Source: an optimization exercise on an open RTL-to-GDS flow (aim: small area). Production flows keep margins and buffers that such runs may drop.
At most, simulation tests tie the RTL to the original design; equivalence was not proved.
Power is estimated from default activity; no workload was simulated.

==> flow/design.v (excerpt) <==
module slink_engine (
    input  wire         clk,
    input  wire         rst,           
    input  wire [31:0]  now,           
    input  wire         ev_valid,
    input  wire         ev_level,      
    input  wire [31:0]  ev_tick,
    input  wire         dec_en,
    input  wire         send_valid,
    input  wire [5:0]   send_len,
    input  wire [255:0] send_str,
    input  wire         hw_fail,
    output wire         tx,
    output reg          req_done,
    output reg  [1:0]   req_result,    
    output reg          send_ok,
    output reg          rx_byte_valid,
    output wire [7:0]   rx_byte,
    output reg          rx_stray_valid,
    output wire [2:0]   rx_stray_n,
    output reg          rx_frame_end
);
    localparam       Q_GROUPS = 67;
    localparam [1:0] TX_IDLE  = 2'b00;
    localparam [1:0] TX_GUARD = 2'b01;
    localparam [1:0] TX_SPACE = 2'b10;
    localparam [1:0] TX_MARK  = 2'b11;
    localparam [14:0] TM_END   = 15'h0001;
    localparam [14:0] TM_2400  = 15'h0b57;
    localparam [14:0] TM_600   = 15'h7e99;
    localparam [14:0] TM_1200  = 15'h1f5c;
    localparam [14:0] TM_20000 = 15'h44c3;
    function [31:0] sub32;           
        input [31:0] a;
        input [31:0] b;
        reg          bw;
        integer      k;
        begin
            bw = 1'b0;
            for (k = 0; k < 32; k = k + 1) begin
                sub32[k] = a[k] ^ b[k] ^ bw;
                bw       = (~a[k] & b[k]) | (~(a[k] ^ b[k]) & bw);
            end
        end
    endfunction
    function [7:0] inc8;             
        input [7:0] a;
        reg         cy;
        integer     k;
        begin
            cy = 1'b1;
  ...
Size: ~350 I/O pins.
clock: 20.0 ns
lec_check: 0
cap_margin: 20
core_margin: 2
core_utilization: 40
slew_margin: 20
standard.sh (not shown) runs the stock make flow with config.mk's settings and CLKGATE_MAP_FILE= SYNTH_SCRIPT=/design/flow/synth_recipe.tcl, a recipe that flattens the netlist after the stock synthesis.
==> flow/flow/run.sh <==
#!/bin/bash
# The standard layout (standard.sh, with the standard flow's own synthesis), with these
# changes: the port buffers are the smallest buffer cell; CTS uses one
# clock buffer size, larger sink clusters and no dummy loads; and the
# floorplan step removes synthesis buffers instead of sizing up gates
# against the unplaced, unbuffered netlist.
set -euo pipefail
bash standard.sh \
  "BUFFER_PORTS_ARGS=-buffer_cell sky130_fd_sc_hd__buf_1" \
  "CTS_ARGS=-sink_clustering_enable -repair_clock_nets -dont_use_dummy_load -buf_list sky130_fd_sc_hd__clkbuf_16 -sink_clustering_size 36 -sink_clustering_max_diameter 70" \
  REMOVE_ABC_BUFFERS=1 \
  finish > standard.log 2>&1
The first run finished with timing, DRC and antenna clean.
Rerun with:
--- a/flow/flow/run.sh
+++ b/flow/flow/run.sh
@@ -9,3 +9,3 @@
   "BUFFER_PORTS_ARGS=-buffer_cell sky130_fd_sc_hd__buf_1" \
-  "CTS_ARGS=-sink_clustering_enable -repair_clock_nets -dont_use_dummy_load -buf_list sky130_fd_sc_hd__clkbuf_16 -sink_clustering_size 36 -sink_clustering_max_diameter 70" \
+  "CTS_ARGS=-sink_clustering_enable -repair_clock_nets -dont_use_dummy_load -buf_list sky130_fd_sc_hd__clkbuf_8 -sink_clustering_size 18 -sink_clustering_max_diameter 50" \
   REMOVE_ABC_BUFFERS=1 \
- The new run passed the timing, DRC and antenna checks
- worst hold slack degrades by 48 ps
- die area is unchanged
- wire length barely changes
- total power came out lower by 3.1%
- sequential share of layout area came out higher by 0.18 points
- non-clock buffer count stays the same
- cell count came out higher by 0.73%
- worst setup slack improves by 40 ps
- synthesized cell count is unchanged
- count of clock-buffer cells in the layout came out higher by 22
No functional check of the RTL was part of any run of this note.


slink_engine, a different RTL version from the one above (not shown whole).
Size in the first run: ~2000 cells after synthesis, about 590 flip-flops, about 27000 µm² of cells after synthesis.
Settings: LEC_CHECK=0, CAP_MARGIN=20, CORE_MARGIN=2, CORE_UTILIZATION=40, SLEW_MARGIN=20; clock period 20.0 ns.
==> flow/flow/run.sh <==
#!/bin/bash
# The standard layout (standard.sh, with the standard flow's own synthesis script), with
# these changes:
# - synthesis maps the logic with ABC for area (flow/abc_area.script:
#   rounds of choice computation and area-oriented mapping) in place of
#   ORFS's delay-oriented script; everything else in synthesis, and so every
#   register, is as in the standard synthesis;
# - the port buffers are the smallest buffer cell;
# - CTS uses clkbuf_4 only, larger sink clusters and no dummy loads;
# - the floorplan step removes synthesis buffers instead of sizing up gates
#   against the unplaced, unbuffered netlist.
# Each step's full output is in synth.log / layout.log here, and ORFS's own
# logs under orfs/logs.
set -euo pipefail
work=$(pwd)
rm -rf "$work/abc_scripts"
cp -r "$FLOW_HOME/scripts" "$work/abc_scripts"
cp "$work/flow/abc_area.script" "$work/abc_scripts/abc_speed.script"
bash standard.sh "SCRIPTS_DIR=$work/abc_scripts" synth > synth.log 2>&1
bash standard.sh \
  "BUFFER_PORTS_ARGS=-buffer_cell sky130_fd_sc_hd__buf_1" \
  "CTS_ARGS=-sink_clustering_enable -repair_clock_nets -dont_use_dummy_load -buf_list sky130_fd_sc_hd__clkbuf_4 -sink_clustering_size 10 -sink_clustering_max_diameter 40" \
  REMOVE_ABC_BUFFERS=1 \
  finish > layout.log 2>&1
==> flow/flow/abc_area.script <==
strash
dch -f
map -a
strash
dch -f
map -a
strash
dch -f
map -a
strash
dch -f
amap -F 2 -m
strash
dch -f
amap -F 2 -m
topo
The first run finished with timing, DRC and antenna clean.
Rerun with:
--- a/flow/flow/run.sh
+++ b/flow/flow/run.sh
@@ -7,5 +7,5 @@
 #   register, is as in the standard synthesis;
 # - the port buffers are the smallest buffer cell;
-# - CTS uses clkbuf_4 only, larger sink clusters and no dummy loads;
+# - CTS uses clkbuf_8 only, larger sink clusters and no dummy loads;
 # - the floorplan step removes synthesis buffers instead of sizing up gates
 #   against the unplaced, unbuffered netlist.
@@ -20,5 +20,5 @@
 bash standard.sh \
   "BUFFER_PORTS_ARGS=-buffer_cell sky130_fd_sc_hd__buf_1" \
-  "CTS_ARGS=-sink_clustering_enable -repair_clock_nets -dont_use_dummy_load -buf_list sky130_fd_sc_hd__clkbuf_4 -sink_clustering_size 10 -sink_clustering_max_diameter 40" \
-  REMOVE_ABC_BUFFERS=1 \
+  "CTS_ARGS=-sink_clustering_enable -repair_clock_nets -dont_use_dummy_load -buf_list sky130_fd_sc_hd__clkbuf_8 -sink_clustering_size 16 -sink_clustering_max_diameter 60" \
+  REMOVE_ABC_BUFFERS=1 CORE_UTILIZATION=60 PLACE_DENSITY=0.7 \
   finish > layout.log 2>&1
Outcome: Wire length fell by 2.8%. Fmax fell by 1.1%. Total power fell by 1.3%.
Rerun with:
--- a/flow/flow/run.sh
+++ b/flow/flow/run.sh
@@ -21,4 +21,4 @@
   "BUFFER_PORTS_ARGS=-buffer_cell sky130_fd_sc_hd__buf_1" \
   "CTS_ARGS=-sink_clustering_enable -repair_clock_nets -dont_use_dummy_load -buf_list sky130_fd_sc_hd__clkbuf_8 -sink_clustering_size 16 -sink_clustering_max_diameter 60" \
-  REMOVE_ABC_BUFFERS=1 CORE_UTILIZATION=60 PLACE_DENSITY=0.7 \
+  REMOVE_ABC_BUFFERS=1 CAP_MARGIN=0 SLEW_MARGIN=0 \
   finish > layout.log 2>&1
Outcome: Clock skew went down by 24 ps. Worst setup slack gets better by 23 ps. Design area is higher by 1.2%. Total power came out higher by 0.70%. Synthesized area stays the same. Flip-flop and latch count does not change. Core utilization decreases by 22 points. Via count stays flat. Sequential share of layout area falls by 0.68 points.
Rerun with:
--- a/flow/flow/run.sh
+++ b/flow/flow/run.sh
@@ -21,4 +21,4 @@
   "BUFFER_PORTS_ARGS=-buffer_cell sky130_fd_sc_hd__buf_1" \
   "CTS_ARGS=-sink_clustering_enable -repair_clock_nets -dont_use_dummy_load -buf_list sky130_fd_sc_hd__clkbuf_8 -sink_clustering_size 16 -sink_clustering_max_diameter 60" \
-  REMOVE_ABC_BUFFERS=1 CAP_MARGIN=0 SLEW_MARGIN=0 \
+  REMOVE_ABC_BUFFERS=1 \
   finish > layout.log 2>&1
Outcome:
- The new run finished clean
- worst hold slack does not change
- clock skew does not change
- total power does not change
- combinational power is about the same
- routed wire length does not change
- count of clock-buffer cells in the layout stays the same
- global-route usage is unchanged

-- afterwards: timing with drivers on the ports --
In the flow no input, the clock included, has a driving cell. The finished layouts below were timed again as built, in two steps.
Step 1: set_driving_cell puts a clkbuf_16 on clk and a buf_2 on each other input, an assumption about the parent block.
Step 2, shift: input delay + t, output delay - t, t = (earliest + latest rising clock arrival at the registers) / 2. This alone moves slack from input paths to output paths.
Three values: ideal, step 1, step 2; two values: the first two.
run | t, ns | setup slack, ns | hold slack, ns
the first run of note 1 | 0.626 | 1.675 / 1.713 / 1.087 | 0.414 / 0.414 / 0.414
the second run of note 1 | 0.706 | 1.715 / 1.751 / 1.045 | 0.366 / 0.366 / 0.366
the first run of note 2 | 0.866 | 1.509 / 1.538 / 0.672 | 0.411 / 0.411 / 0.411
the second run of note 2 | 0.674 | 1.298 / 1.327 / 0.653 | 0.409 / 0.409 / 0.409
the third run of note 2 | 0.683 | 1.321 / 1.352 / 0.668 | 0.438 / 0.438 / 0.438
the fourth run of note 2 | 0.683 | 1.321 / 1.352 / 0.668 | 0.438 / 0.438 / 0.438
After both steps setup and hold are still met in every run listed. The setup slack of the first run of note 2, which loses most, moves by +0.029 ns with the drivers and by -0.837 ns with both steps.
